Background: an optimization exercise with open tools, aiming at small area. Do not read the settings as production practice. In this exercise RTL edits were held to simulation tests only and were not proved equivalent to the original. Power and IR drop assume default switching activity.

--- design.v ---
module cwe_codec (
    input  wire [31:0] reg_id,
    input  wire [31:0] value,
    input  wire        dir_write,
    input  wire [31:0] wbuf0,
    input  wire [9:0]  wbuf1f,
    output wire        valid_id,    
    output wire        len8,        
    output reg  [31:0] enc_x0,
    output wire [9:0]  enc_x1f,
    output reg  [31:0] dec_value
);
    wire [4:0] id = reg_id[4:0];
    assign valid_id = (reg_id[31:5] == 27'd0) && (!id[4] || id[3:1] == 3'b000);
    wire is3  = (id == 5'h03);
    wire is5  = (id == 5'h05);
    wire is7  = (id == 5'h07);
    wire is10 = (id == 5'h10);
    wire is11 = (id == 5'h11);
    assign len8 = is5;
    always @(*) begin
        if (!dir_write) begin
            if (is3)       enc_x0 = 32'h0A030000;
            else if (is5)  enc_x0 = 32'h0C050000;
            else if (is7)  enc_x0 = 32'h0A070000;
            else if (is10) enc_x0 = 32'h0A100000;
            else if (is11) enc_x0 = 32'h0A110000;
            else           enc_x0 = {27'h0700000, id};
        end else begin
            if (is3)       enc_x0 = {20'h0B030, value[11:0]};
            else if (is5)  enc_x0 = 32'h0C850000;
            else if (is7)  enc_x0 = {16'h0D07, value[2:0], 13'h0001};
            else if (is10) enc_x0 = {24'h000000, value[7:0]};
            else if (is11) enc_x0 = value;
            else           enc_x0 = {16'h0F00, value[15:0]};
        end
    end
    assign enc_x1f = (dir_write && is5) ? value[9:0] : 10'd0;
    always @(*) begin
        if (is5)       dec_value = {22'd0, wbuf1f};
        else if (is7)  dec_value = {29'd0, wbuf0[15:13]};
        else if (is3)  dec_value = {20'd0, wbuf0[11:0]};
        else if (is10) dec_value = {24'd0, wbuf0[7:0]};
        else if (is11) dec_value = wbuf0;
        else           dec_value = {16'd0, wbuf0[15:0]};
    end
endmodule
module cwe_core (
    input  wire        clk,
    input  wire        rst,             
    input  wire        req_valid,
    output wire        req_ready,
    input  wire [3:0]  req_op,
    input  wire        req_dir,         
    input  wire [31:0] req_a0,
    input  wire [31:0] req_a1,
    output wire        res_valid,
    output wire [3:0]  res_status,
    output reg  [31:0] res_value,
    output wire [31:0] res_x1,
    output wire        res_len8,
    output wire [7:0]  res_terr,
    output wire        t_req_valid,
    output reg  [2:0]  t_req_kind,      
    output reg  [31:0] t_req_word,      
    output reg  [15:0] t_req_len,       
    input  wire        t_ack,
    input  wire        t_err,
    input  wire [7:0]  t_errcode,
    input  wire [31:0] t_rdata,         
    output wire        p_resume_req,    
    input  wire        p_done,
    input  wire        p_ok,
    output wire        p_release,       
    output wire        clk_enable,      
    input  wire        completion,
    input  wire        tick,
    input  wire [31:0] now,
    output reg  [31:0] last_resp,
    output reg  [31:0] last_ts,
    output reg         last_valid,
    output reg         cmode,           
    output wire [2:0]  wstate
);
    localparam [3:0] ST_OK = 4'd0, ST_INVADDR = 4'd1, ST_TIMEOUT = 4'd2,
                     ST_PROTO = 4'd3, ST_ACKTO = 4'd4, ST_PWRFAIL = 4'd5,
                     ST_INVSIZE = 4'd6, ST_TRANSPORT = 4'd7, ST_UNSUPPORTED = 4'd8;
    localparam [4:0]
        S_IDLE   = 5'd0,
        S_RES    = 5'd1,
        S_BODY   = 5'd2,
        S_FIN    = 5'd3,
        S_WAIT   = 5'd4,    
        S_DONE   = 5'd5,    
        S_DLY    = 5'd6,    
        S_RBLP   = 5'd7,
        S_WKATT  = 5'd8,
        S_WKAW   = 5'd9,
        S_WKFAIL = 5'd10,
        S_GAP    = 5'd11,   
        S_SEND   = 5'd16,   
        S_WBDATA = 5'd17,
        S_WBACK  = 5'd18,
        S_RBRD   = 5'd19,
        S_RBDRN  = 5'd20,
        S_WKWAKE = 5'd21;
    reg [4:0]  st;
    reg [3:0]  op;
    reg        dir;
    reg [31:0] R, W;
    reg [21:0] M;
    reg [12:0] T;
    reg [3:0]  status;
    reg [1:0]  ph;
    reg        cseen;
    reg [31:0] wbuf0;
    reg [9:0]  wbuf1f;       
    reg        ws_fail, ws_done;
    wire [2:0] o  = op[2:0];
    wire       wk = (o == 3'd5);
    wire        c_valid, c_len8;
    wire [31:0] c_x0, c_dec;
    wire [9:0]  c_x1f;
    cwe_codec u_codec (
        .reg_id(R), .value(W), .dir_write(dir), .wbuf0(wbuf0), .wbuf1f(wbuf1f),
        .valid_id(c_valid), .len8(c_len8), .enc_x0(c_x0), .enc_x1f(c_x1f), .dec_value(c_dec)
    );
    wire        eq       = (M == W[31:10]);
    wire        blk_done = eq && (W[9:0] == 10'd0);
    wire [15:0] chunk    = eq ? {6'd0, W[9:0]} : 16'd1024;
    assign req_ready    = (st == S_IDLE);
    assign res_valid    = (st == S_FIN);
    assign t_req_valid  = st[4];
    assign p_resume_req = (st == S_RES);
    assign p_release    = (st == S_FIN) && op[3] && (op[2:1] != 2'b11) && (status != ST_PWRFAIL);
    assign clk_enable   = (st == S_WKATT);
    assign wstate       = {ws_done, 1'b0, ws_fail};
    assign res_status = status;
    assign res_terr   = R[7:0];
    assign res_len8   = c_len8;
    assign res_x1     = {4'h0, c_len8, c_len8, 2'b00, dir & c_len8, 4'h0, c_len8, c_len8, 1'b0,
                         2'b00, wbuf1f, 4'h0};
    always @(*) begin
        case (o)
        3'd0:    res_value = last_resp;
        3'd1:    res_value = {16'd0, last_resp[15:0]};
        3'd4:    res_value = {16'd0, W[23:8]};
        3'd6:    res_value = wbuf0;
        3'd7:    res_value = c_dec;
        default: res_value = W;
        endcase
    end
    always @(*) begin
        case (st)
        S_WBDATA:        t_req_word = {M, 10'd0};
        S_RBRD:          t_req_word = {16'd0, M[13:0], 2'b00};
        S_WBACK, S_RBDRN: t_req_word = 32'hFFFFFFFF;
        default:
            case (o)
            3'd0:       t_req_word = R;
            3'd1, 3'd2: t_req_word = ph[0] ? {8'h0C, dir, 7'h06, 2'b00, wbuf1f, 4'h0} : wbuf0;
            3'd3:       t_req_word = {16'h0A01, chunk};
            3'd4:       t_req_word = {16'h0A02, R[15:0]};
            default:
                case (ph)
                2'd0:    t_req_word = 32'h0C000000;
                2'd1:    t_req_word = 32'h1B000001;
                2'd2:    t_req_word = 32'h0B000000;
                default: t_req_word = 32'h0D000000;
                endcase
            endcase
        endcase
    end
    always @(*) begin
        case (st)
        S_SEND:                  t_req_kind = (o == 3'd3 || o == 3'd4) ? 3'd1 : 3'd0;
        S_WBDATA:                t_req_kind = 3'd2;
        S_WBACK, S_RBRD, S_RBDRN: t_req_kind = 3'd3;
        default:                 t_req_kind = 3'd4;
        endcase
    end
    always @(*) begin
        case (st)
        S_WBACK: t_req_len = 16'd4;
        S_RBRD:  t_req_len = eq ? {14'd0, W[9:8]} : 16'd4;
        S_RBDRN: t_req_len = {14'd0, ph};
        default: t_req_len = chunk;
        endcase
    end
    wire armed = ((st == S_SEND) && cmode && !t_req_word[28]) || (st == S_WAIT) ||
                 (st == S_WKWAKE) || (st == S_WKAW);
    wire [4:0] fail_st = (wk && ph != 2'd3) ? S_WKFAIL : S_FIN;
    always @(posedge clk) begin
        cseen <= armed && (cseen || completion);
        if (t_ack)
            R <= {t_rdata[31:8], t_err ? t_errcode : t_rdata[7:0]};
        if (rst) begin
            st         <= S_IDLE;
            last_valid <= 1'b0;
            cmode      <= 1'b0;
            ws_fail    <= 1'b0;
            ws_done    <= 1'b0;
        end else begin
            case (st)
            S_IDLE: begin
                op  <= req_op;
                dir <= req_op[2] ? req_dir : req_op[1];
                R   <= req_a0;
                W   <= req_a1;
                status <= (req_op[3:1] == 3'b111) ? ST_UNSUPPORTED : ST_OK;
                if (req_valid)
                    st <= (req_op[3:1] == 3'b111) ? S_FIN : req_op[3] ? S_RES : S_BODY;
            end
            S_RES: begin
                if (p_done) begin
                    if (p_ok)
                        st <= S_BODY;
                    else begin
                        status <= ST_PWRFAIL;
                        st     <= S_FIN;
                    end
                end
            end
            S_BODY: begin
                M <= 22'd0;
                T <= 13'd10;
                ph <= {c_len8, 1'b0};
                case (o)
                3'd0, 3'd4: st <= S_SEND;
                3'd3: begin
                    ph <= 2'd3;
                    st <= S_DLY;
                end
                3'd5: st <= S_WKATT;
                default: begin
                    if (!c_valid) begin
                        status <= ST_INVADDR;
                        st     <= S_FIN;
                    end else begin
                        if (o != 3'd7) begin
                            wbuf0  <= c_x0;
                            wbuf1f <= c_x1f;
                        end
                        st <= o[2] ? S_FIN : S_SEND;
                    end
                end
                endcase
            end
            S_FIN: st <= S_IDLE;
            S_GAP: st <= S_DONE;
            S_SEND: begin
                if (t_ack) begin
                    if (t_err) begin
                        status <= ST_TRANSPORT;
                        if (wk && ph == 2'd3) ws_fail <= 1'b1;
                        st <= fail_st;
                    end else if (t_req_word[28]) begin
                        st <= S_GAP;
                    end else if (!cmode) begin
                        cseen <= 1'b1;
                        st    <= S_WAIT;
                    end else begin
                        T  <= 13'd5000;
                        st <= S_WAIT;
                    end
                end
            end
            S_WAIT: begin
                if (cseen || completion) begin
                    last_resp  <= R;
                    last_ts    <= now;
                    last_valid <= 1'b1;
                    st         <= S_DONE;
                end else if (T == 13'd0) begin
                    status <= ST_TIMEOUT;
                    if (wk && ph == 2'd3) ws_fail <= 1'b1;
                    st <= fail_st;
                end else if (tick)
                    T <= T - 13'd1;
            end
            S_DONE: begin
                case (o)
                3'd1, 3'd2: begin
                    if (ph == 2'b10) begin
                        ph <= 2'b11;
                        st <= S_SEND;
                    end else
                        st <= S_FIN;
                end
                3'd3: begin
                    if (last_resp[31:16] != 16'h0A01) begin
                        status <= ST_PROTO;
                        st     <= S_FIN;
                    end else
                        st <= S_WBDATA;
                end
                3'd4: begin
                    if (last_resp[31:16] != 16'h0A02) begin
                        status <= ST_PROTO;
                        st     <= S_FIN;
                    end else if (last_resp[15:0] == 16'd0 || last_resp[1:0] != 2'd0) begin
                        status <= ST_INVSIZE;
                        st     <= S_FIN;
                    end else begin
                        if (W < {16'd0, last_resp[15:0]}) begin
                            W  <= {8'd0, W[15:0], 8'd0};
                            ph <= 2'd0 - W[1:0];
                        end else begin
                            W  <= {8'd0, last_resp[15:0], 8'd0};
                            ph <= 2'd0;
                        end
                        st <= S_RBLP;
                    end
                end
                3'd5: begin
                    case (ph)
                    2'd0: begin
                        if (last_resp[15:0] != 16'h0001 && last_resp[15:0] != 16'h0004) begin
                            status <= ST_PROTO;
                            st     <= S_WKFAIL;
                        end else begin
                            ph <= 2'd1;
                            st <= S_SEND;
                        end
                    end
                    2'd1: begin
                        cmode <= 1'b1;
                        ph    <= 2'd2;
                        st    <= S_SEND;
                    end
                    2'd2: begin
                        if (last_resp != 32'h0B000000) begin
                            status <= ST_PROTO;
                            st     <= S_WKFAIL;
                        end else begin
                            ph <= 2'd3;
                            st <= S_SEND;
                        end
                    end
                    default: begin
                        status  <= ST_OK;
                        ws_fail <= 1'b0;
                        st      <= S_FIN;
                    end
                    endcase
                end
                default: st <= S_FIN;
                endcase
            end
            S_DLY: begin
                if (!wk && ph == 2'd3 && blk_done)
                    st <= S_FIN;
                else if (T == 13'd0)
                    st <= wk ? S_WKWAKE : (ph == 2'd3) ? S_SEND : S_WBACK;
                else if (tick)
                    T <= T - 13'd1;
            end
            S_WBDATA: begin
                if (t_ack) begin
                    if (t_err) begin
                        status <= ST_TRANSPORT;
                        st     <= S_FIN;
                    end else begin
                        ph <= 2'd0;
                        st <= S_WBACK;
                    end
                end
            end
            S_WBACK: begin
                if (t_ack) begin
                    if (t_err) begin
                        status <= ST_TRANSPORT;
                        st     <= S_FIN;
                    end else if (t_rdata == 32'h0000010A) begin
                        if (eq)
                            st <= S_FIN;
                        else begin
                            M  <= M + 22'd1;
                            ph <= 2'd3;
                            T  <= 13'd10;
                            st <= S_DLY;
                        end
                    end else if (ph == 2'd2) begin
                        status <= ST_ACKTO;
                        st     <= S_FIN;
                    end else begin
                        ph <= ph + 2'd1;
                        T  <= 13'd2;
                        st <= S_DLY;
                    end
                end
            end
            S_RBLP: begin
                if (blk_done)
                    st <= (ph != 2'd0) ? S_RBDRN : S_FIN;
                else
                    st <= S_RBRD;
            end
            S_RBRD: begin
                if (t_ack) begin
                    if (t_err) begin
                        status <= ST_TRANSPORT;
                        st     <= S_FIN;
                    end else if (eq)
                        st <= (ph != 2'd0) ? S_RBDRN : S_FIN;
                    else begin
                        M  <= M + 22'd1;
                        st <= S_RBLP;
                    end
                end
            end
            S_RBDRN: begin
                if (t_ack) begin
                    if (t_err)
                        status <= ST_TRANSPORT;
                    st <= S_FIN;
                end
            end
            S_WKATT: begin
                ws_done <= 1'b1;
                M  <= M + 22'd1;
                T  <= 13'd5;
                st <= S_DLY;
            end
            S_WKWAKE: begin
                if (t_ack) begin
                    if (t_err) begin
                        status <= ST_TRANSPORT;
                        st     <= S_WKFAIL;
                    end else begin
                        T  <= 13'd100;
                        st <= S_WKAW;
                    end
                end
            end
            S_WKAW: begin
                if (cseen || completion) begin
                    cseen <= 1'b0;
                    ph    <= 2'd0;
                    st    <= S_SEND;
                end else if (T == 13'd0) begin
                    status <= ST_TIMEOUT;
                    st     <= S_WKFAIL;
                end else if (tick)
                    T <= T - 13'd1;
            end
            S_WKFAIL: begin
                cmode <= 1'b0;
                if (M[4:0] == 5'd20) begin
                    ws_fail <= 1'b1;
                    st      <= S_FIN;
                end else
                    st <= S_WKATT;
            end
            default: st <= S_IDLE;
            endcase
        end
    end
endmodule
--- run.sh ---
#!/bin/bash
# synth_recipe.tcl (not shown) runs the flow's synth.tcl, then flattens the netlist and writes it again
# the make line also repeats each setting of config.mk as NAME=value (left out here)
make -C /OpenROAD-flow-scripts/flow DESIGN_CONFIG=/design/flow/config.mk WORK_HOME=/design/flow/orfs CLKGATE_MAP_FILE= SYNTH_SCRIPT=/design/flow/synth_recipe.tcl finish
--- config.mk ---
export PLATFORM = sky130hd
export DESIGN_NAME = cwe_core
export DESIGN_NICKNAME = cwe_core
export VERILOG_FILES = /design/flow/design.v
export SDC_FILE = /design/flow/constraint.sdc
export NUM_CORES = 4
export LEC_CHECK = 0
export CAP_MARGIN = 20
export CORE_MARGIN = 2
export CORE_UTILIZATION = 40
export SLEW_MARGIN = 20
--- constraint.sdc ---
create_clock -name core_clock -period 10.0 [get_ports {clk}]
set_input_delay 2.0000 -clock core_clock [delete_from_list [all_inputs] [get_ports {clk}]]
set_output_delay 2.0000 -clock core_clock [all_outputs]
set_load 0.01 [all_outputs]
==> qor.yml, run 1 <==
outcome: "complete, no violations"
synth_top_area_share_pct: 39.6
end_kind: "primary output"
comb_power_share_pct: 37.5
grt_pass1_wl_um: 89800
async_flop_share_pct: 0
drt_iter0_markers: 2086
internal-power_w: 0.00265
yosys.cell_types.count: 81
hold_path.class: "register to register"
finalWorstSetupSlack_ns: 3.42
areaGrowthSynthToFinish_pct: 32.0
portBuffers: 329
core_area_um2: 34500
grt_max_degree: 69
row_count: 68
hp-start: "last_valid"
start_util_pct: 40.5
power.density_nw_per_um2: 245
die_y_um: 191
post_cts_buffers: 0
drive_gt1_share_pct: 6.07
cp-start-kind: "register"
postCtsHoldBufs: 0
timing.setup.tns_ns: 0
grt_antenna_before_repair: 1
r2r-start: "ph[0]"
slew_viol_final: 0
cp_max_fo: 35
power_switching_w: 0.00186
max_slew_margin_pct: 21.8
yosys_warnings: 2
power_frac_clock_pct: 23.4
die_area_um2: 36400
synth-edff-count: 184
cts_buffers: 27
viasPerCell: 6.19
cts.clk_slew.worst_paths_ns: 0.06
synth_area_leaders: "edfxtp_1 40%, dfxtp_1 6.0%, o21ai_0 5.9%"
ctsHtreeMaxLevel: 1
cts_sinks: 226
hold-worst-slack_ns: 0.461
critPathKind: "register to primary output"
wl_per_cell_um: 27.8
fmax_mhz: 152
dr.pass1.iters: 12
cellLeakagePower_nw: 6.65
yosysTopAreaCell: "edfxtp_1"
gp_congestion: 1.02
fill_cells: 3202
grt_usage_pct: 33.6
grt_overflow: 0
drt-total-wl_um: 62700
rr_worst_depth: 8
ys.flop_type: "edfxtp_1"
power_switching_share_pct: 41.3
worstPathCellList: "nand2b_1 > a21oi_1 > buf_4 > and2_0 > a22oi_1 > nor2_1 > a21oi_1 > o21ai_0 > clkdlybuf4s50_1"
netlist_area_um2: 14000
io-pin-count: 353
nNetsFinal: 1951
path_common_cell: "a21oi_1"
fin_util_pct: 53.5
cts_tree: "done"
fin_worst_skew_ns: 0.0391
clock_path_buffers: 3
p_seq_share_pct: 39.1
rsz0062_at_grt: "false"
hpwl_um: 47300
grt_pass1_vias: 13200
num_vias: 14000
cp.arrival_ns: 4.58
postSynthAreaPerCell_um2: 9.23
synth_cells: 1513
yosys_register_bits: 226
layout_commonest_cell: "clkdlybuf4s50_1"
min_to: "last_valid"
clk_latency_ns: 0.57
mostFrequentLayoutCells: "328 x clkdlybuf4s50_1, 184 x edfxtp_1, 164 x o21ai_0"
rr_endpoint: "T[1]"
cp_slowest_cell: "edfxtp_1"
fin_crit_ns: 6.58
cpPeakStageDelay_ns: 1.09
regArea_um2: 6370
cp.required_ns: 8.00
setup_viol: 0
hold_depth: 2
max-cap-violations: 0
drc: 0
rrSetupSlack_ns: 5.86
root_buffer: "clkbuf_16"
preCtsSetupSlack_ns: 4.26
total_power_w: 0.00451
ant_nets: 0
ys_seq_area_share_pct: 45.6
peakVddDrop_v: 0.000154
fp.dieW_um: 191
min_period_over_period_pct: 65.8
finalHoldViolCount: 0
cts_resized: 0
worst_pin_slew_ns: 1.16
multi_input_area_um2: 6820
## registers in the layout, indices dropped and copies added (netlist names), 10 cells and up
name	count
R	32
wbuf0	32
T	13
M	22
W	32
last_resp	32
last_ts	32
wbuf1f	10
## metrics by stage
stage	instances	cell area [um2]
global placement	2203	17500
detailed placement	2203	17500
finish	2253	18400
floorplan	1535	14000
CTS	2252	18400
global route	2252	18400
## critical path, delay by kind of cell (launching register included)
family | cells | cell delay [ns]
compound gates | 4 | 0.86
buf+inv | 2 | 0.90
flops | 1 | 1.09
simple gates | 3 | 1.18
## power by group through the flow
stage / combinational [W] / clock [W] / sequential, W
2_1_floorplan: 0.000990 / 0 / 0.00145
3_3_place_gp: 0.00165 / 0 / 0.00175
3_5_place_dp: 0.00165 / 0 / 0.00175
4_1_cts: 0.00166 / 0.00106 / 0.00173
5_1_grt: 0.00182 / 0.00110 / 0.00177
6_report: 0.00169 / 0.00105 / 0.00177
## logic make-up (layout without fill, tap and decap cells)
family	Yosys count	after routing	synth area share, %
XOR/XNOR	52	52	3.26
multiplexers	65	65	4.77
flip-flops	226	226	45.6
buffers and inverters	204	466	6.50
AND/OR/NAND/NOR	535	535	19.3
other	1	24	0.0268
adder cells (fa/ha/maj)	24	24	2.15
AO/OA/AOI/OAI	406	406	18.4
## worst max-delay path by stage
stage / startpoint / end / slack [ns] / depth (start not counted)
after global placement: op[1] / t_req_word[24] / 4.39 / 9
after global routing: op[1] / t_req_word[24] / 3.30 / 9
final: op[1] / t_req_word[24] / 3.42 / 9
after floorplan: rst / wbuf0[0] / 3.17 / 2
after CTS: op[1] / t_req_word[24] / 3.65 / 9
after detailed placement: op[1] / t_req_word[24] / 4.26 / 9
## final cells by class
cell class | instances | share of cell area [%]
tap | 455 | 3.09
timing repair buffer | 358 | 19.0
multi-input combinational | 1105 | 37.0
antenna | 1 | 0.0136
clock buffer | 46 | 5.12
sequential | 226 | 34.5
clock inverter | 3 | 0.0882
inverter | 59 | 1.20
## synth_stat cells (10+ instances only)
master,instances
xnor2_1,17
or3_1,11
a22oi_1,18
ha_1,24
nand4_1,17
o21ai_0,164
nand2b_1,17
and3_1,29
nor3_1,32
nand3_1,48
a222oi_1,26
clkbuf_1,98
and2_1,34
dfxtp_1,42
nand2_1,115
xor2_1,35
inv_1,57
a221oi_1,16
mux2_2,12
a211oi_1,10
edfxtp_1,184
nor2_1,143
mux2i_1,53
a21oi_1,86
nor4_1,34
buf_4,37
## metal layers
layer  vias to the layer above  global-route usage, %  routed length (um)
met2                      1020                   50.6               27200
met3                       140                   10.4                8760
met5                         -                      0                  18
met4                         2                   10.3                2080
met1                      6686                   46.0               24700
li1                       6106                      -                   -
==> run 2, diff against run 1 <==
--- a/design.v
+++ b/design.v
@@ -2,13 +2,15 @@
     input  wire [31:0] reg_id,
     input  wire [31:0] value,
     input  wire        dir_write,
-    input  wire [31:0] wbuf0,
-    input  wire [9:0]  wbuf1f,
+    input  wire [31:0] wb_p,        
+    input  wire        wb_5w,
     output wire        valid_id,    
     output wire        len8,        
-    output reg  [31:0] enc_x0,
-    output wire [9:0]  enc_x1f,
-    output reg  [31:0] dec_value
+    output reg  [31:0] enc_p,       
+    output wire        enc_5w,
+    output wire [31:0] x0,          
+    output wire [9:0]  x1f,
+    output reg  [31:0] dec_value    
 );
     wire [4:0] id = reg_id[4:0];
     assign valid_id = (reg_id[31:5] == 27'd0) && (!id[4] || id[3:1] == 3'b000);
@@ -17,32 +19,34 @@
     wire is7  = (id == 5'h07);
     wire is10 = (id == 5'h10);
     wire is11 = (id == 5'h11);
-    assign len8 = is5;
+    assign len8   = is5;
+    assign enc_5w = dir_write && is5;
     always @(*) begin
         if (!dir_write) begin
-            if (is3)       enc_x0 = 32'h0A030000;
-            else if (is5)  enc_x0 = 32'h0C050000;
-            else if (is7)  enc_x0 = 32'h0A070000;
-            else if (is10) enc_x0 = 32'h0A100000;
-            else if (is11) enc_x0 = 32'h0A110000;
-            else           enc_x0 = {27'h0700000, id};
+            if (is3)       enc_p = 32'h0A030000;
+            else if (is5)  enc_p = 32'h0C050000;
+            else if (is7)  enc_p = 32'h0A070000;
+            else if (is10) enc_p = 32'h0A100000;
+            else if (is11) enc_p = 32'h0A110000;
+            else           enc_p = {27'h0700000, id};
         end else begin
-            if (is3)       enc_x0 = {20'h0B030, value[11:0]};
-            else if (is5)  enc_x0 = 32'h0C850000;
-            else if (is7)  enc_x0 = {16'h0D07, value[2:0], 13'h0001};
-            else if (is10) enc_x0 = {24'h000000, value[7:0]};
-            else if (is11) enc_x0 = value;
-            else           enc_x0 = {16'h0F00, value[15:0]};
+            if (is3)       enc_p = {20'h0B030, value[11:0]};
+            else if (is5)  enc_p = {22'h032140, value[9:0]};
+            else if (is7)  enc_p = {16'h0D07, value[2:0], 13'h0001};
+            else if (is10) enc_p = {24'h000000, value[7:0]};
+            else if (is11) enc_p = value;
+            else           enc_p = {16'h0F00, value[15:0]};
         end
     end
-    assign enc_x1f = (dir_write && is5) ? value[9:0] : 10'd0;
+    assign x0  = {wb_p[31:10], wb_5w ? 10'd0 : wb_p[9:0]};
+    assign x1f = wb_5w ? wb_p[9:0] : 10'd0;
     always @(*) begin
-        if (is5)       dec_value = {22'd0, wbuf1f};
-        else if (is7)  dec_value = {29'd0, wbuf0[15:13]};
-        else if (is3)  dec_value = {20'd0, wbuf0[11:0]};
-        else if (is10) dec_value = {24'd0, wbuf0[7:0]};
-        else if (is11) dec_value = wbuf0;
-        else           dec_value = {16'd0, wbuf0[15:0]};
+        if (is5)       dec_value = {22'd0, x1f};
+        else if (is7)  dec_value = {29'd0, x0[15:13]};
+        else if (is3)  dec_value = {20'd0, x0[11:0]};
+        else if (is10) dec_value = {24'd0, x0[7:0]};
+        else if (is11) dec_value = x0;
+        else           dec_value = {16'd0, x0[15:0]};
     end
 endmodule
 module cwe_core (
@@ -106,24 +110,26 @@
         S_WKWAKE = 5'd21;
     reg [4:0]  st;
     reg [3:0]  op;
-    reg        dir;
     reg [31:0] R, W;
     reg [21:0] M;
     reg [12:0] T;
     reg [3:0]  status;
     reg [1:0]  ph;
     reg        cseen;
-    reg [31:0] wbuf0;
-    reg [9:0]  wbuf1f;       
+    reg [31:0] wb_p;         
+    reg        wb_5w;
     reg        ws_fail, ws_done;
     wire [2:0] o  = op[2:0];
+    wire       dir = op[2] ? op[3] : op[1];
     wire       wk = (o == 3'd5);
     wire        c_valid, c_len8;
-    wire [31:0] c_x0, c_dec;
-    wire [9:0]  c_x1f;
+    wire [31:0] c_p, x0, c_dec;
+    wire        c_5w;
+    wire [9:0]  x1f;
     cwe_codec u_codec (
-        .reg_id(R), .value(W), .dir_write(dir), .wbuf0(wbuf0), .wbuf1f(wbuf1f),
-        .valid_id(c_valid), .len8(c_len8), .enc_x0(c_x0), .enc_x1f(c_x1f), .dec_value(c_dec)
+        .reg_id(R), .value(W), .dir_write(dir), .wb_p(wb_p), .wb_5w(wb_5w),
+        .valid_id(c_valid), .len8(c_len8), .enc_p(c_p), .enc_5w(c_5w), .x0(x0), .x1f(x1f),
+        .dec_value(c_dec)
     );
     wire        eq       = (M == W[31:10]);
     wire        blk_done = eq && (W[9:0] == 10'd0);
@@ -139,13 +145,13 @@
     assign res_terr   = R[7:0];
     assign res_len8   = c_len8;
     assign res_x1     = {4'h0, c_len8, c_len8, 2'b00, dir & c_len8, 4'h0, c_len8, c_len8, 1'b0,
-                         2'b00, wbuf1f, 4'h0};
+                         2'b00, x1f, 4'h0};
     always @(*) begin
         case (o)
         3'd0:    res_value = last_resp;
         3'd1:    res_value = {16'd0, last_resp[15:0]};
         3'd4:    res_value = {16'd0, W[23:8]};
-        3'd6:    res_value = wbuf0;
+        3'd6:    res_value = x0;
         3'd7:    res_value = c_dec;
         default: res_value = W;
         endcase
@@ -158,7 +164,7 @@
         default:
             case (o)
             3'd0:       t_req_word = R;
-            3'd1, 3'd2: t_req_word = ph[0] ? {8'h0C, dir, 7'h06, 2'b00, wbuf1f, 4'h0} : wbuf0;
+            3'd1, 3'd2: t_req_word = ph[0] ? {8'h0C, dir, 7'h06, 2'b00, x1f, 4'h0} : x0;
             3'd3:       t_req_word = {16'h0A01, chunk};
             3'd4:       t_req_word = {16'h0A02, R[15:0]};
             default:
@@ -203,8 +209,7 @@
         end else begin
             case (st)
             S_IDLE: begin
-                op  <= req_op;
-                dir <= req_op[2] ? req_dir : req_op[1];
+                op  <= {(req_op[2:1] == 2'b11) ? req_dir : req_op[3], req_op[2:0]};
                 R   <= req_a0;
                 W   <= req_a1;
                 status <= (req_op[3:1] == 3'b111) ? ST_UNSUPPORTED : ST_OK;
@@ -238,8 +243,8 @@
                         st     <= S_FIN;
                     end else begin
                         if (o != 3'd7) begin
-                            wbuf0  <= c_x0;
-                            wbuf1f <= c_x1f;
+                            wb_p  <= c_p;
+                            wb_5w <= c_5w;
                         end
                         st <= o[2] ? S_FIN : S_SEND;
                     end
--- a/config.mk
+++ b/config.mk
@@ -7,5 +7,5 @@
 export LEC_CHECK = 0
 export CAP_MARGIN = 20
 export CORE_MARGIN = 2
-export CORE_UTILIZATION = 40
+export CORE_UTILIZATION = 30
 export SLEW_MARGIN = 20
==> run 2 against run 1 <==
Effect of this change:
- area after synthesis decreased by 0.86%
- flip-flop and latch count decreased by 10
- fmax decreased by 0.40%
- core utilization decreased by 13 points
- clock power decreased by 5%
- still clean on timing, DRC and antenna
- combinational power about the same
- final area about the same
- highest routed layer is now met4
==> qor.yml, run 2 <==
rr_worst_depth: 9
die_area_um2: 47900
row_count: 78
grt_pass1_wl_um: 96200
postCtsHoldBufs: 0
cts_tree: "done"
max-cap-violations: 0
multi_input_area_um2: 6960
min_period_over_period_pct: 66.0
dr.pass1.iters: 10
use_met2_pct: 46.4
synth_top_cells_by_count: "174 x edfxtp_1, 148 x nand2_1, 145 x o21ai_0"
rsz0062_at_grt: "false"
worst_pin_slew_ns: 1.10
cp-start-kind: "register"
yosys_warnings: 2
yosys.cell_types.count: 82
drc: 0
setup_viol: 0
peakVddDrop_v: 0.000133
post_cts_buffers: 0
cp_max_fo: 24
clock_path_buffers: 3
finalHoldViolCount: 0
outcome: "complete, no violations"
power.density_nw_per_um2: 233
cts_sinks: 216
fin_crit_ns: 6.60
grt_overflow: 0
mostFrequentLayoutCells: "328 x clkdlybuf4s50_1, 174 x edfxtp_1, 147 x nand2_1"
grt_use_met1_pct: 34.0
root_buffer: "clkbuf_16"
layout_commonest_cell: "clkdlybuf4s50_1"
num_vias: 13900
drt-total-wl_um: 67700
netlist_area_um2: 13800
max_slew_margin_pct: 26.7
synth-edff-count: 174
busiest_layer: "met2"
viasPerCell: 5.75
die_y_um: 219
clk_latency_ns: 0.58
ctsHtreeMaxLevel: 1
async_flop_share_pct: 0
fin_util_pct: 40.5
synth_top_area_share_pct: 37.7
critPathKind: "register to primary output"
grt_max_degree: 69
yosys_register_bits: 216
ys_seq_area_share_pct: 43.8
slew_viol_final: 0
fill_cells: 4621
fmax_mhz: 151
regArea_um2: 6070
gp_congestion: 0.968
cp.arrival_ns: 4.60
fp.dieW_um: 219
grt_antenna_before_repair: 0
synth_area_leaders: "edfxtp_1 38%, dfxtp_1 6.1%, o21ai_0 5.2%"
total_power_w: 0.00429
areaGrowthSynthToFinish_pct: 33.1
cts.clk_slew.worst_paths_ns: 0.07
hold_depth: 2
core_area_um2: 45500
end_kind: "primary output"
drive_gt1_share_pct: 6.30
grt_pass1_vias: 13700
synth_most_common_cell: "edfxtp_1"
grt_usage_pct: 27.5
nNetsFinal: 1977
start_util_pct: 30.4
ant_nets: 0
portBuffers: 329
drt_iter0_markers: 1888
cellLeakagePower_nw: 6.58
cts_resized: 0
io-pin-count: 353
synth_cells: 1535
cp.required_ns: 8.00
wl_per_cell_um: 27.9
postSynthAreaPerCell_um2: 9.02
cts_buffers: 27
timing.setup.tns_ns: 0
hold_path.class: "register to register"
ys.flop_type: "edfxtp_1"
yosysTopAreaCell: "edfxtp_1"
hpwl_um: 51300
fin_worst_skew_ns: 0.0344
grt_util_met3_pct: 6.32
run 2: cell count changes after synthesis, moves of 10 or more:
cell,before,now
buf_2,3,13
o211ai_1,5,17
o21ai_0,164,145
nand3_1,48,37
nand2_1,115,148
clkbuf_1,98,80
a21oi_1,86,98
edfxtp_1,184,174
mux2_2,12,2
and3_1,29,15
run 2: final timing paths:
check	start	to	slack (ns)
setup / recovery	st[4]	t_req_word[11]	3.40
hold / removal	last_valid	last_valid	0.46
setup reg to reg	last_resp[15]	W[13]	5.87
hold reg to reg	last_valid	last_valid	0.46
run 2: metal layers:
layer  up-vias  share of wire (%)
li1       6154                  -
met5         -                  0
met4         0                4.2
met3       144                 10
met1      6734                 38
met2       912                 47
run 2: per-stage QoR:
step | setup slack [ns] | instance area [um2] | cells | hold slack [ns]
2_1_floorplan | 4.39 | 13900 | 1557 | 0.426
3_3_place_gp | 4.18 | 17500 | 2374 | 0.442
3_5_place_dp | 4.13 | 17500 | 2374 | 0.459
6_report | 3.40 | 18400 | 2425 | 0.459
4_1_cts | 3.53 | 18400 | 2424 | 0.471
5_1_grt | 3.15 | 18400 | 2424 | 0.497
run 2: layout make-up:
cell class	instances	share of cell area (%)
clock buffers	36	4.12
repair buffers	362	19.2
inverters	59	1.20
diodes	1	0.0136
well taps	600	4.07
multi-input cells	1137	37.8
flip-flops and latches	216	32.9
clock inverters	14	0.713
run 2: cells by family (layout without fill, tap and decap cells):
| kind of cell | Yosys count | count (layout) | share of synthesized area, % |
|---|---|---|---|
| AOI/OAI and AO/OA | 421 | 421 | 19.3 |
| muxes | 56 | 56 | 4.07 |
| buffers and inverters | 204 | 471 | 6.97 |
| adders and majority gates | 24 | 24 | 2.17 |
| DFF | 216 | 216 | 43.8 |
| other | 1 | 24 | 0.0271 |
| xor gates and xnor gates | 54 | 54 | 3.42 |
| and+or+nand+nor | 559 | 559 | 20.2 |
run 2: power by group:
part	internal (W)	switching (W)	total [W]
clock network	0.000584	0.000417	0.00100
logic	0.000691	0.00103	0.00172
registers	0.00121	0.000354	0.00157
total	0.00249	0.00180	0.00429
run 2: critical path, stage by stage, from the launching register on:
cell and delay [ns]:
dfxtp_1 0.81, nor2b_1 0.58, nand2_1 0.41, nor2_2 0.95, a221oi_1 0.31, o211ai_1 0.31
clkdlybuf4s50_1 0.63
==> run 3, diff against run 2 <==
==> flow/run.sh (new file) <==
#!/bin/bash
# Standard layout with an area-oriented ABC mapping.
# 2. The same synthesis script again, with ABC's mapping script swapped for
#    flow/abc_area.script (every other pass unchanged, so the registers are the same).
# 3. If both netlists have the same registers (instance names and cell types), the area
#    netlist replaces the standard one; otherwise the standard one is kept.
# 4. standard.sh lays the netlist out (floorplan to finish) and writes out/final.def.
# Each tool's full output goes to a log file in this folder (and ORFS's own logs under orfs/logs).
set -euo pipefail
W=$(pwd)
F=$W/flow
R=$W/orfs/results/$FLOW_PLATFORM/cwe_core/base

bash standard.sh synth > "$W/std_synth.log" 2>&1
cp "$R/1_2_yosys.v" "$W/std_1_2_yosys.v"

{
  cat <<TCL
proc abc {args} {
  set i [lsearch -exact \$args -script]
  if {\$i >= 0} { set args [lreplace \$args \$i [expr {\$i + 1}]] }
  yosys abc -script $F/abc_area.script {*}\$args
}
TCL
  cat "$W/synth_recipe.tcl"
} > "$W/area_synth.tcl"

use_area=0
if make -C "$FLOW_HOME" DESIGN_CONFIG="$W/config.mk" WORK_HOME="$W/orfs" CLKGATE_MAP_FILE= \
     SYNTH_SCRIPT="$W/area_synth.tcl" do-yosys > "$W/area_synth.log" 2>&1; then
  # registers: cell instances with a clock (or latch gate) pin
  regs() {
    awk '/^[ \t]*sky130_fd_sc_hd__/ {cell=$1; name=$2; clk=0}
         /\.(CLK|CLK_N|GATE|GATE_N)\(/ {clk=1}
         /\);/ {if (cell != "" && clk) print cell, name; cell=""}' "$1" | sort
  }
  regs "$W/std_1_2_yosys.v" > "$W/regs_std.txt"
  regs "$R/1_2_yosys.v" > "$W/regs_area.txt"
  if [[ -s "$W/regs_std.txt" ]] && cmp -s "$W/regs_std.txt" "$W/regs_area.txt"; then
    use_area=1
  fi
fi
if [[ $use_area == 1 ]]; then
  echo "area netlist used" > "$W/netlist_choice.log"
else
  echo "standard netlist used" > "$W/netlist_choice.log"
  cp "$W/std_1_2_yosys.v" "$R/1_2_yosys.v"
fi
cp "$W/std_synth.log" "$W/orfs/logs/$FLOW_PLATFORM/cwe_core/base/1_2_yosys_std.log" 2>/dev/null || true

bash standard.sh > "$W/std_finish.log" 2>&1
==> flow/abc_area.script (new file) <==
strash
ifraig
dc2
strash
&get -n
&dch -f
&nf -R 1000 -p -C 32 -F 8 -A 8
&put
strash
&get -n
&dch -f
&nf -R 1000 -p -C 32 -F 8 -A 8
&put
==> standard.sh (new file) <==
#!/bin/bash
# synth_recipe.tcl (not shown) runs the flow's synth.tcl, then flattens the netlist and writes it again
# the make line also repeats each setting of config.mk as NAME=value (left out here)
make -C /OpenROAD-flow-scripts/flow DESIGN_CONFIG=/design/flow/config.mk WORK_HOME=/design/flow/orfs CLKGATE_MAP_FILE= SYNTH_SCRIPT=/design/flow/synth_recipe.tcl "${@:-finish}"
--- a/config.mk
+++ b/config.mk
@@ -7,5 +7,8 @@
 export LEC_CHECK = 0
 export CAP_MARGIN = 20
 export CORE_MARGIN = 2
-export CORE_UTILIZATION = 30
+export CORE_UTILIZATION = 25
+export CTS_BUF_LIST = sky130_fd_sc_hd__clkbuf_16
+export CTS_CLUSTER_DIAMETER = 100
+export CTS_CLUSTER_SIZE = 20
 export SLEW_MARGIN = 20
removed: run.sh
==> run 3 against run 2 <==
Effect of this change:
- power is 8.9% lower
- clock power is 31% lower
- sequential share of layout area up 2.3 points
- still clean on timing, DRC and antenna
- area after synthesis is 10% lower
==> qor.yml, run 3 <==
peakVddDrop_v: 0.000122
finalWorstSetupSlack_ns: 3.14
fp.dieW_um: 227
core_area_um2: 49100
netlist_area_um2: 12400
root_buffer: "clkbuf_16"
post_cts_buffers: 0
clock_path_buffers: 3
drt_iter0_markers: 1902
drt-total-wl_um: 64800
grt_pass1_vias: 12400
cp-start-kind: "register"
grt_usage_pct: 24.1
placed_cells: 2304
synth-edff-count: 174
clk_latency_ns: 0.53
cp.arrival_ns: 4.86
final_cells: 2334
row_count: 81
critPathKind: "register to primary output"
max-cap-violations: 0
fin_worst_skew_ns: 0.0311
gp_congestion: 0.935
yosysTopAreaCell: "edfxtp_1"
rrSetupSlack_ns: 5.21
grt_max_degree: 69
portBuffers: 329
dr.pass1.iters: 9
min_period_over_period_pct: 68.6
postCtsHoldBufs: 0
worst_pin_slew_ns: 1.19
yosys_warnings: 2
yosys_register_bits: 216
max_slew_margin_pct: 20.4
grt_antenna_before_repair: 1
rsz0062_at_grt: "false"
hpwl_um: 48300
synth_top_cells_by_count: "174 x edfxtp_1, 140 x o21ai_0, 133 x nand2_1"
ctsHtreeMaxLevel: 1
die_y_um: 227
num_vias: 13000
start_util_pct: 25.3
setup_viol: 0
viasPerCell: 5.58
synth_most_common_cell: "edfxtp_1"
postSynthAreaPerCell_um2: 9.61
fill_cells: 5070
power.density_nw_per_um2: 227
cp.required_ns: 8.00
mostFrequentLayoutCells: "328 x clkdlybuf4s50_1, 174 x edfxtp_1, 140 x o21ai_0"
ant_nets: 0
synth_area_leaders: "edfxtp_1 42%, dfxtp_1 6.8%, o21ai_0 5.6%"
fin_crit_ns: 6.86
cts_resized: 0
grt_overflow: 0
drive_gt1_share_pct: 4.61
cts_sinks: 216
fmax_mhz: 146
drc: 0
hold_path.class: "register to register"
cp_max_fo: 20
layout_commonest_cell: "clkdlybuf4s50_1"
fin_util_pct: 35.1
end_kind: "primary output"
yosys.cell_types.count: 58
outcome: "complete, no violations"
finalHoldViolCount: 0
die_area_um2: 51500
ys_seq_area_share_pct: 48.8
slew_viol_final: 0
synth_cells: 1293
synth_top_area_share_pct: 42.0
grt_pass1_wl_um: 89500
timing.setup.tns_ns: 0
preCtsSetupSlack_ns: 3.82
wl_per_cell_um: 27.7
io-pin-count: 353
cts_tree: "done"
hold-worst-slack_ns: 0.441
async_flop_share_pct: 0
cellLeakagePower_nw: 5.91
ys.flop_type: "edfxtp_1"
cts.clk_slew.worst_paths_ns: 0.09
areaGrowthSynthToFinish_pct: 38.5
cts_buffers: 16
nNetsFinal: 1833
[run 3: cell types whose count changed after synthesis, moves of 30 or more]
cell,change
and2_1,-42
clkbuf_1,-80
nor2_1,-30
inv_1,-57
clkinv_1,+63
and2_0,+34
[run 3: power breakdown]
part           total [W]  switching, W  internal, W
clock           0.000690      0.000383     0.000307
combinational    0.00170       0.00102     0.000685
sequential       0.00151      0.000311      0.00120
[run 3: area by class of cell]
class                   count  area, um2  share of cell area (%)
diodes                      1       2.50                  0.0145
clock buffers              16        400                    2.33
clock inverters            12       91.3                   0.531
inverters                  63        236                    1.37
multi-input cells         998       6030                    35.0
flip-flops and latches    216       6070                    35.3
well taps                 664        831                    4.83
repair buffers            364       3550                    20.6
[run 3: cells by family (layout without fill, tap and decap cells)]
family / count (synthesis) / in the layout / share of synthesized area, %
compound gates: 395 / 395 / 20.5
xor+xnor: 27 / 27 / 1.90
fa+ha+maj: 24 / 24 / 2.42
buf+inv: 101 / 455 / 4.20
flops: 216 / 216 / 48.8
mux: 31 / 31 / 2.52
other cells: 1 / 24 / 0.0302
simple gates: 498 / 498 / 19.6
[run 3: worst paths after layout]
| path | start | cells past startpoint | end |
|---|---|---|---|
| hold / removal | last_valid | 2 | last_valid |
| setup / recovery | op[0] | 6 | t_req_word[28] |
| setup reg to reg | W[16] | 13 | st[4] |
| hold reg to reg | last_valid | 2 | last_valid |
[run 3: worst max-delay path, stage by stage, from the launching register on]
cell and delay [ns]:
edfxtp_1 0.83, nor2_2 0.40, or2_0 0.36, nor2_2 0.83, a222oi_1 0.26, o21ai_0 0.90
clkdlybuf4s50_1 0.73
[run 3: metrics by stage]
stage	total power, W	instance area (um2)
after CTS	0.00389	17200
final	0.00391	17200
after detailed placement	0.00320	16700
after global routing	0.00406	17200
after global placement	0.00320	16700
after floorplan	0.00219	12500
[run 3: layer usage]
metal | share of wire, % | global-route usage (%)
met4 | 4.9 | 11.0
met2 | 47 | 39.8
met3 | 9.1 | 4.44
met5 | 0 | 0
met1 | 39 | 30.7
==> run 4, diff against run 3 <==
--- a/design.v
+++ b/design.v
@@ -131,8 +131,9 @@
         .valid_id(c_valid), .len8(c_len8), .enc_p(c_p), .enc_5w(c_5w), .x0(x0), .x1f(x1f),
         .dec_value(c_dec)
     );
-    wire        eq       = (M == W[31:10]);
-    wire        blk_done = eq && (W[9:0] == 10'd0);
+    wire        rb       = (o == 3'd4);
+    wire        eq       = (M == (rb ? {8'd0, W[15:2]} : W[31:10]));
+    wire        blk_done = eq && (rb ? (W[1:0] == 2'd0) : (W[9:0] == 10'd0));
     wire [15:0] chunk    = eq ? {6'd0, W[9:0]} : 16'd1024;
     assign req_ready    = (st == S_IDLE);
     assign res_valid    = (st == S_FIN);
@@ -148,9 +149,8 @@
                          2'b00, x1f, 4'h0};
     always @(*) begin
         case (o)
-        3'd0:    res_value = last_resp;
-        3'd1:    res_value = {16'd0, last_resp[15:0]};
-        3'd4:    res_value = {16'd0, W[23:8]};
+        3'd0:    res_value = R;
+        3'd1:    res_value = {16'd0, R[15:0]};
         3'd6:    res_value = x0;
         3'd7:    res_value = c_dec;
         default: res_value = W;
@@ -188,7 +188,7 @@
     always @(*) begin
         case (st)
         S_WBACK: t_req_len = 16'd4;
-        S_RBRD:  t_req_len = eq ? {14'd0, W[9:8]} : 16'd4;
+        S_RBRD:  t_req_len = eq ? {14'd0, W[1:0]} : 16'd4;
         S_RBDRN: t_req_len = {14'd0, ph};
         default: t_req_len = chunk;
         endcase
@@ -308,10 +308,9 @@
                         st     <= S_FIN;
                     end else begin
                         if (W < {16'd0, last_resp[15:0]}) begin
-                            W  <= {8'd0, W[15:0], 8'd0};
                             ph <= 2'd0 - W[1:0];
                         end else begin
-                            W  <= {8'd0, last_resp[15:0], 8'd0};
+                            W  <= {16'd0, last_resp[15:0]};
                             ph <= 2'd0;
                         end
                         st <= S_RBLP;
--- a/flow/run.sh
+++ b/flow/run.sh
@@ -4,7 +4,8 @@
 #    flow/abc_area.script (every other pass unchanged, so the registers are the same).
 # 3. If both netlists have the same registers (instance names and cell types), the area
 #    netlist replaces the standard one; otherwise the standard one is kept.
-# 4. standard.sh lays the netlist out (floorplan to finish) and writes out/final.def.
+# 4. standard.sh lays the netlist out (floorplan to finish) and writes out/final.def, with
+#    buf_1 as the port buffer.
 # Each tool's full output goes to a log file in this folder (and ORFS's own logs under orfs/logs).
 set -euo pipefail
 W=$(pwd)
@@ -48,4 +49,6 @@
 fi
 cp "$W/std_synth.log" "$W/orfs/logs/$FLOW_PLATFORM/cwe_core/base/1_2_yosys_std.log" 2>/dev/null || true
 
-bash standard.sh > "$W/std_finish.log" 2>&1
+# every input and output port gets a buffer, as in the standard flow; the buffer is the
+# platform's smallest one (buf_1) instead of the 10 um2 delay buffer buffer_ports picks by itself
+BUFFER_PORTS_ARGS="-buffer_cell sky130_fd_sc_hd__buf_1" bash standard.sh > "$W/std_finish.log" 2>&1
==> run 4 against run 3 <==
Effect of this change:
- largest power group is now sequential cells
- combinational power fell by 6%
- largest cell class unchanged
- critical path type unchanged
- wire length down 7.4%
- core utilization decreased by 4.3 points
- count of clock-buffer cells in the layout increased by 1
- fmax up 2.1%
- flip-flop and latch count did not move
- power hardly changed
- via count is 2.0% lower
==> qor.yml, run 4 <==
outcome: "complete, no violations"
fill_cells: 5226
core_area_um2: 49000
synth_cells: 1277
cellLeakagePower_nw: 5.08
rrSetupSlack_ns: 4.51
viasPerCell: 5.52
portBuffers: 329
fin_worst_skew_ns: 0.0394
r2r-start: "op[0]"
drc: 0
max-cap-violations: 0
critPathTopFamily: "compound AO/OA/AOI/OAI gates"
yosys_warnings: 2
worstPathCellList: "nor2_1 > nand2_1 > buf_4 > mux2i_1 > o21ai_0 > a2111oi_0 > nand4_1 > nor3_1 > buf_4 > nand2_1 > o22ai_1 > a21oi_1 > o21ai_0 > buf_1"
nNetsFinal: 1816
wl_per_cell_um: 25.9
worst_pin_slew_ns: 1.09
cpPeakStageDelay_ns: 0.74
grt_overflow: 0
drt-total-wl_um: 60000
cts_tree: "done"
ant_nets: 0
start_util_pct: 25.3
hp-start: "last_valid"
fmax_mhz: 149
diodes: 0
post_cts_buffers: 0
slew_viol_final: 0
synth_top_area_share_pct: 42.1
min_to: "last_valid"
cp_slowest_cell: "edfxtp_1"
layout_commonest_cell: "buf_1"
grt_antenna_before_repair: 0
end_kind: "primary output"
dr.pass1.iters: 9
rr_endpoint: "st[2]"
setup_viol: 0
gp_congestion: 0.967
grt_max_degree: 65
areaGrowthSynthToFinish_pct: 21.6
timing.setup.tns_ns: 0
cts_resized: 0
postSynthAreaPerCell_um2: 9.71
num_vias: 12800
yosys.cell_types.count: 59
critPathKind: "register to primary output"
ys_seq_area_share_pct: 48.9
power.density_nw_per_um2: 259
die_area_um2: 51400
fp.dieW_um: 227
mostFrequentLayoutCells: "328 x buf_1, 174 x edfxtp_1, 134 x nand2_1"
hold_depth: 2
clock_path_buffers: 3
root_buffer: "clkbuf_16"
row_count: 81
cts_buffers: 16
ys.flop_type: "edfxtp_1"
cts.clk_slew.worst_paths_ns: 0.10
cts_sinks: 216
finalHoldViolCount: 0
grt_usage_pct: 22.6
fin_util_pct: 30.8
cp-start-kind: "register"
io-pin-count: 353
synth-edff-count: 174
drive_gt1_share_pct: 4.12
min_period_over_period_pct: 67.2
clk_latency_ns: 0.54
netlist_area_um2: 12400
drt_iter0_markers: 1740
postCtsHoldBufs: 0
cp.arrival_ns: 4.72
ctsHtreeMaxLevel: 1
cp_max_fo: 22
peakVddDrop_v: 0.000127
fin_crit_ns: 6.72
cp.required_ns: 8.00
grt_pass1_vias: 12000
synth_area_leaders: "edfxtp_1 42%, dfxtp_1 6.8%, o21ai_0 4.8%"
die_y_um: 227
async_flop_share_pct: 0
synth_most_common_cell: "edfxtp_1"
rsz0062_at_grt: "false"
critPathBufInv: 3
max_slew_margin_pct: 27.1
yosysTopAreaCell: "edfxtp_1"
rr_worst_depth: 17
hold_path.class: "register to register"
grt_pass1_wl_um: 84400
hpwl_um: 46200
synth_top_cells_by_count: "174 x edfxtp_1, 134 x nand2_1, 118 x o21ai_0"
yosys_register_bits: 216
run 4: stage by stage:
step | hold WS, ns | instance area (um2) | total power (W) | cells | worst slack [ns]
after CTS | 0.495 | 15100 | 0.00389 | 2314 | 3.47
after global placement | 0.449 | 14600 | 0.00319 | 2287 | 4.17
after detailed placement | 0.474 | 14600 | 0.00320 | 2287 | 4.07
final | 0.486 | 15100 | 0.00391 | 2314 | 3.28
after floorplan | 0.442 | 12500 | 0.00237 | 1299 | 3.51
after global routing | 0.523 | 15100 | 0.00410 | 2314 | 2.96
run 4: worst register-to-register path, cell delays in order (launching register included):
cell,delay (ns)
edfxtp_1,0.74
nor2_1,0.13
nand2_1,0.33
buf_4,0.39
mux2i_1,0.35
o21ai_0,0.12
a2111oi_0,0.30
nand4_1,0.24
nor3_1,0.20
buf_4,0.25
nand2_1,0.08
a21oi_1,0.37
a31oi_1,0.22
a21o_1,0.21
a21oi_1,0.13
o221ai_1,0.48
a2111oi_0,0.69
nor3_1,0.11
run 4: cell families after synthesis:
kind of cell / Yosys count / synth area share, %
compound gates: 382 / 19.8
xor+xnor: 27 / 1.91
fa+ha+maj: 25 / 2.52
buf+inv: 95 / 4.03
flops: 216 / 48.9
mux: 41 / 3.32
other cells: 1 / 0.0302
simple gates: 490 / 19.5
run 4: how the worst max path moves through the flow:
stage / start / end / slack, ns / depth (start not counted)
finish: op[0] / t_req_word[9] / 3.28 / 14
global route: op[0] / t_req_word[9] / 2.96 / 16
CTS: op[0] / t_req_word[9] / 3.47 / 14
detailed placement: op[0] / t_req_word[9] / 4.07 / 14
global placement: op[0] / t_req_word[9] / 4.17 / 16
floorplan: t_rdata[5] / T[0] / 3.51 / 8
run 4: final cells by class:
| class | count | area (um2) | area share (%) |
|---|---|---|---|
| Tap cell | 664 | 831 | 5.51 |
| Sequential cell | 216 | 6070 | 40.2 |
| Multi-Input combinational cell | 988 | 5980 | 39.6 |
| Timing Repair Buffer | 362 | 1480 | 9.84 |
| Clock inverter | 10 | 83.8 | 0.556 |
| Clock buffer | 17 | 425 | 2.82 |
| Inverter | 57 | 214 | 1.42 |
run 4: power breakdown:
group | internal (W) | switching, W
sequential | 0.00124 | 0.000376
clock | 0.000320 | 0.000366
combinational | 0.000517 | 0.00108
run 4: layer usage:
metal | GRT usage, % | share of wire, % | vias to the layer above
met2 | 34.9 | 44 | 919
met4 | 7.32 | 3.5 | 0
li1 | - | - | 5612
met3 | 6.80 | 12 | 106
met1 | 30.0 | 40 | 6126
met5 | 0 | 0 | -
==> run 5, diff against run 4 <==
--- a/flow/run.sh
+++ b/flow/run.sh
@@ -1,7 +1,8 @@
 #!/bin/bash
 # Standard layout with an area-oriented ABC mapping.
 # 2. The same synthesis script again, with ABC's mapping script swapped for
-#    flow/abc_area.script (every other pass unchanged, so the registers are the same).
+#    flow/abc_area.script and buf_1 for the buffers on pass-through outputs (every other
+#    pass unchanged, so the registers are the same).
 # 3. If both netlists have the same registers (instance names and cell types), the area
 #    netlist replaces the standard one; otherwise the standard one is kept.
 # 4. standard.sh lays the netlist out (floorplan to finish) and writes out/final.def, with
@@ -28,7 +29,8 @@
 
 use_area=0
 if make -C "$FLOW_HOME" DESIGN_CONFIG="$W/config.mk" WORK_HOME="$W/orfs" CLKGATE_MAP_FILE= \
-     SYNTH_SCRIPT="$W/area_synth.tcl" do-yosys > "$W/area_synth.log" 2>&1; then
+     SYNTH_SCRIPT="$W/area_synth.tcl" MIN_BUF_CELL_AND_PORTS="sky130_fd_sc_hd__buf_1 A X" \
+     do-yosys > "$W/area_synth.log" 2>&1; then
   # registers: cell instances with a clock (or latch gate) pin
   regs() {
     awk '/^[ \t]*sky130_fd_sc_hd__/ {cell=$1; name=$2; clk=0}
@@ -51,4 +53,7 @@
 
 # every input and output port gets a buffer, as in the standard flow; the buffer is the
 # platform's smallest one (buf_1) instead of the 10 um2 delay buffer buffer_ports picks by itself
-BUFFER_PORTS_ARGS="-buffer_cell sky130_fd_sc_hd__buf_1" bash standard.sh > "$W/std_finish.log" 2>&1
+# clock tree: the clustering of config.mk, without the dummy loads CTS adds to balance leaf loads
+export BUFFER_PORTS_ARGS="-buffer_cell sky130_fd_sc_hd__buf_1"
+export CTS_ARGS="-sink_clustering_enable -repair_clock_nets -sink_clustering_size 20 -sink_clustering_max_diameter 100 -buf_list sky130_fd_sc_hd__clkbuf_16 -dont_use_dummy_load"
+bash standard.sh > "$W/std_finish.log" 2>&1
==> run 5 against run 4 <==
Effect of this change:
- non-clock buffer count decreased by 1
- synthesized cell count did not move
- combinational power barely moved
- count of clock-buffer cells in the layout down 2
- first-iteration DRC count fell by 8.6%
- sequential power about the same
- largest power group unchanged
==> qor.yml, run 5 <==
outcome: "complete, no violations"
portBuffers: 329
gp_congestion: 0.946
max-cap-violations: 0
drt_iter0_markers: 1590
synth_top_cells_by_count: "174 x edfxtp_1, 134 x nand2_1, 118 x o21ai_0"
cts_tree: "done"
cts_sinks: 216
wl_per_cell_um: 26.2
netlist_area_um2: 12300
min_period_over_period_pct: 66.6
rrSetupSlack_ns: 4.65
layout_commonest_cell: "buf_1"
yosysTopAreaCell: "edfxtp_1"
ys_seq_area_share_pct: 49.5
worst_pin_slew_ns: 1.12
cp_max_fo: 22
cp.arrival_ns: 4.66
fin_crit_ns: 6.66
slew_viol_final: 0
postSynthAreaPerCell_um2: 9.60
cp-start-kind: "register"
peakVddDrop_v: 0.000149
synth_top_area_share_pct: 42.6
die_y_um: 225
grt_pass1_wl_um: 84000
row_count: 81
ctsHtreeMaxLevel: 1
critPathKind: "register to primary output"
drc: 0
core_area_um2: 48600
synth_area_leaders: "edfxtp_1 43%, dfxtp_1 6.9%, o21ai_0 4.8%"
grt_overflow: 0
yosys.cell_types.count: 59
start_util_pct: 25.2
end_kind: "primary output"
grt_max_degree: 65
use_met2_pct: 36.3
grt_use_met1_pct: 29.9
setup_viol: 0
areaGrowthSynthToFinish_pct: 21.4
clk_latency_ns: 0.53
placed_cells: 2244
cts_buffers: 15
busiest_layer: "met2"
synth_cells: 1277
grt_pass1_vias: 11900
io-pin-count: 353
grt_antenna_before_repair: 0
synth_most_common_cell: "edfxtp_1"
synth-edff-count: 174
fmax_mhz: 150
yosys_register_bits: 216
rsz0062_at_grt: "false"
drive_gt1_share_pct: 3.54
finalHoldViolCount: 0
viasPerCell: 5.55
dr.pass1.iters: 7
cts_resized: 0
postCtsHoldBufs: 0
hold_path.class: "register to register"
cts.clk_slew.worst_paths_ns: 0.10
cellLeakagePower_nw: 5.00
die_area_um2: 50800
cp.required_ns: 8.00
fp.dieW_um: 225
hold-worst-slack_ns: 0.478
fin_worst_skew_ns: 0.0423
post_cts_buffers: 0
num_vias: 12500
root_buffer: "clkbuf_16"
fill_cells: 5248
hpwl_um: 45500
drt-total-wl_um: 59300
clock_path_buffers: 3
ant_nets: 0
final_cells: 2260
power.density_nw_per_um2: 255
max_slew_margin_pct: 24.9
yosys_warnings: 2
async_flop_share_pct: 0
grt_usage_pct: 22.6
grt_util_met3_pct: 5.71
mostFrequentLayoutCells: "328 x buf_1, 174 x edfxtp_1, 134 x nand2_1"
ys.flop_type: "edfxtp_1"
timing.setup.tns_ns: 0
nNetsFinal: 1814
==> run 5: changes by cell type after synthesis <==
cell,before,now
buf_1,0,38
buf_4,38,0
==> run 5: final cells by class <==
| type | instances | area, um2 | share of cell area [%] |
|---|---|---|---|
| Sequential cell | 216 | 6070 | 40.7 |
| Antenna cell | 1 | 2.50 | 0.0168 |
| Inverter | 57 | 214 | 1.44 |
| Clock buffer | 15 | 375 | 2.52 |
| Timing Repair Buffer | 361 | 1480 | 9.92 |
| Multi-Input combinational cell | 988 | 5970 | 40.1 |
| Tap cell | 622 | 778 | 5.23 |
==> run 5: cell families (layout without fill, tap and decap cells) <==
| group | Yosys count | count (layout) | synth area share [%] |
|---|---|---|---|
| other | 1 | 24 | 0.0306 |
| AO/OA/AOI/OAI | 382 | 382 | 20.0 |
| adder cells (fa/ha/maj) | 25 | 25 | 2.55 |
| buffers and inverters | 95 | 433 | 2.91 |
| multiplexers | 41 | 41 | 3.36 |
| XOR/XNOR | 27 | 27 | 1.93 |
| flip-flops | 216 | 216 | 49.5 |
| AND/OR/NAND/NOR | 490 | 490 | 19.7 |
==> run 5: stage by stage <==
stage	utilization, %	total power, W	area (um2)	setup WS (ns)
detailed placement	29.8	0.00319	14500	4.05
finish	30.6	0.00380	14900	3.34
CTS	30.6	0.00379	14900	3.47
floorplan	-	0.00235	12300	3.51
global route	30.6	0.00400	14900	2.98
global placement	29.8	0.00318	14500	4.21
==> run 5: final timing paths <==
kind / startpoint / endpoint / depth (start not counted)
min reg2reg: last_valid / last_valid / 2
max reg2reg: op[0] / st[2] / 19
max: op[0] / t_req_word[7] / 16
min: last_valid / last_valid / 2
==> run 5: power by group <==
part / switching [W] / internal [W] / total, W / leakage [nW]
clock network: 0.000332 / 0.000269 / 0.000601 / 0.185
logic: 0.00106 / 0.000516 / 0.00158 / 2.86
registers: 0.000378 / 0.00124 / 0.00162 / 1.96
total: 0.00177 / 0.00203 / 0.00380 / 5.00
==> run 5: per-layer routing <==
metal / wire length [um] / share of wire, % / vias up
met5: 0 / 0 / -
met4: 1860 / 3.1 / 0
met3: 6180 / 10 / 93
met2: 27000 / 46 / 807
met1: 24300 / 41 / 6034
li1: - / - / 5601
==> run 5: worst max-delay path, stage by stage (launching register included) <==
cell and delay [ns]:
edfxtp_1 0.79, nor2_1 0.12, nand2_1 0.32, buf_4 0.39
nand2_1 0.11, xnor2_1 0.15, a21oi_1 0.12, o21ai_0 0.10
a2111oi_0 0.34, nand4_1 0.28, nor3_1 0.21, buf_4 0.25
nand2_1 0.09, o22ai_1 0.19, a21oi_1 0.10, o21ai_0 0.37
buf_1 0.19

-- static timing again, ports no longer ideal --
The results above use ideal ports. As a check the final layouts listed here were re-extracted and re-timed, cells and wires unchanged. Step 1 sets driving cells, clkbuf_16 on the clock port and buf_2 on the other inputs (assumed; they add their load-dependent delay and slew). Step 2 times the ports against the registers' clock, not the clock port: input delays grow and output delays shrink by t, the midpoint of the rising clock arrivals with the driver on. a / b / c = ideal / step 1 / step 2; a / b = the first two.
run	t, ns	slack for setup (ns)	clock arrival spread, ns
run 1	0.605	3.421 / 3.364 / 3.969	0.040 / 0.040
run 2	0.613	3.395 / 3.341 / 3.954	0.034 / 0.035
run 3	0.576	3.144 / 3.087 / 3.662	0.032 / 0.033
run 4	0.575	3.282 / 3.230 / 3.805	0.039 / 0.039
run 5	0.568	3.340 / 3.283 / 3.850	0.043 / 0.043
After both steps every run listed still meets setup and hold.
